Background: an optimization exercise with open tools, aiming at small area, a short achievable clock period and few clock cycles per item. Do not read the settings as production practice.
In this exercise RTL edits were held to simulation tests only and were not proved equivalent to the original.
Power is estimated from default activity; no workload was simulated.

lane 1:
## sfn_fau
module sfn_fau (
    input  wire        clk,
    input  wire        rst,       
    input  wire        start,     
    input  wire [7:0]  opc,
    input  wire [30:0] q,         
    input  wire [31:0] a0,
    input  wire [31:0] a1,
    input  wire [31:0] b0,
    input  wire [31:0] b1,
    output wire        ready,
    output reg         done,
    output reg  [3:0]  err,
    output wire [30:0] res0,
    output wire [30:0] res1
);
    localparam [7:0] OP_FADD  = 8'h10, OP_FSUB  = 8'h11, OP_FMUL   = 8'h12,
                     OP_FINV  = 8'h13, OP_FSQRT = 8'h14,
                     OP_F2ADD = 8'h20, OP_F2SUB = 8'h21, OP_F2MUL  = 8'h22,
                     OP_F2INV = 8'h23, OP_F2SQRT= 8'h24, OP_F2NEG  = 8'h25;
    localparam [3:0] E_NOTINV = 4'd2, E_UNSUPMOD = 4'd3, E_NONCANON = 4'd4,
                     E_NOTSQ  = 4'd5, E_ILLEGAL  = 4'd6;
    localparam [5:0]
        S_IDLE = 6'd0,  S_CHK  = 6'd1,                  S_WR1  = 6'd3,
        S_FM1  = 6'd4,  S_FM2  = 6'd5,  S_FM3  = 6'd6,
        S_KM1  = 6'd7,                  S_KM2  = 6'd9,  S_KM3  = 6'd10,
        S_KM4  = 6'd11, S_KM5  = 6'd12,                 S_KM6  = 6'd14,
        S_KM7  = 6'd15,                 S_KM8  = 6'd17, S_KM9  = 6'd18,
        S_I1   = 6'd19, S_I2   = 6'd20, S_I3   = 6'd21, S_I3B  = 6'd22,
        S_I4   = 6'd23, S_I5   = 6'd24, S_I6   = 6'd25, S_I7   = 6'd26,
        S_I8   = 6'd27,
        S_GW   = 6'd28, S_GM   = 6'd29, S_GMW  = 6'd30, S_FX0  = 6'd31,
        S_FX1  = 6'd32,
        S_PRE1 = 6'd48, S_PRE2 = 6'd49,
        S_SQ0  = 6'd33, S_POW  = 6'd34, S_SQ1  = 6'd35, S_SQ2  = 6'd36,
        S_R5   = 6'd37, S_R6   = 6'd38, S_R6B  = 6'd39, S_R6C  = 6'd40,
        S_R7   = 6'd41, S_R8   = 6'd42, S_R8B  = 6'd43, S_R8C  = 6'd44,
        S_R9   = 6'd45, S_R10  = 6'd46, S_FIN  = 6'd47;
    reg [5:0]  st, pret, gret;
  ...
Size: about 240 I/O pins, roughly 76000 µm² of cells after synthesis.
clock: 11.0 ns
lec_check: 0
cap_margin: 20
core_margin: 2
core_utilization: 45
setup_slack_margin: 4
slew_margin: 20
run.sh (not shown) runs the stock make flow with config.mk's settings and CLKGATE_MAP_FILE= SYNTH_SCRIPT=/design/flow/synth_recipe.tcl, a recipe that flattens the netlist after the stock synthesis.
Lane 1 reached the final stage; the timing, DRC and antenna checks on its layout passed.
Testbench counts of lane 1, summed over its fixed seeds: cycles 65,694, ops 1,600.
Setup changes, lane 1 to lane 2
Settings: changing CORE_UTILIZATION from 45 to 35; changing SETUP_SLACK_MARGIN from 4 to 2.5.
==> comparison <==
Comparing sequential share of layout area for lane 2 and lane 1, the smaller number came from lane 1. Comparing lane 2 and lane 1, the lower worst-case headroom to the max-slew limit is on lane 1. Lane 2 finished end to end and its layout was clean on timing, DRC and antenna. Going from lane 1 to lane 2, overall die height rose 55 µm; sum of internal, switching and leakage power fell about 10%; global-route usage over all layers fell 12 points; detailed-route wire length fell about 6.5%; global-route wire length before repair fell about 3.7%.
Inputs modified between lane 2 and lane 3:
Settings: a change of SETUP_SLACK_MARGIN from 2.5 to 4.5.
### Flow results
Per the final summary, lane 3 finished and its layout is clean on timing, DRC and antenna. Relative to lane 2, the total of plain and repair buffers excluding clock buffers of lane 3 is higher by 42%. As far as fraction of area in clock buffers and inverters is concerned, lane 3 and lane 2 perform about the same. The number of clock buffers in the layout reported for lane 3 is greater than that of lane 2 by 6. When the final numbers for lane 3 and lane 2 were put side by side, the critical path required time turned out to be greater in lane 3. Lane 3 vs lane 2 on worst-case setup slack after placement: lane 3 is the higher one. Of lane 3 and lane 2, lane 2 shows the lower power per standard cell area, with lane 3 above it. | non-clock inverter instance count of the final layout | lane 3 vs lane 2 | ≈ equal |. Lane 3 vs lane 2, relative contribution of combinational cells to total power went up by 3.3 points. Lane 2 → lane 3: number of iterations in the first detailed-routing pass went up 1; fmax went up 19%.

[re-timing with driven ports]
The flow's constraints put no driver on any port. The routed layouts listed below were extracted and timed again, unchanged, in two steps. Step 1: set_driving_cell puts a clkbuf_16 on clk and a buf_2 on each other input, an assumption about the parent block. Step 2 moves the port delays by t, midway between the first and last clock arrival at a register: inputs arrive t later, outputs are due t later. That takes back most of the time a late clock gives input paths. Three values: ideal ports, drivers, drivers and shift; two values: the first two.
run	t, ns	setup slack, ns	clock arrival spread, ns
lane 1	0.845	3.874 / 3.874 / 3.874	0.054 / 0.054
lane 2	0.811	2.633 / 2.633 / 2.633	0.044 / 0.043
lane 3	0.849	3.952 / 3.952 / 3.952	0.061 / 0.061
After both steps every run listed still meets setup and hold.
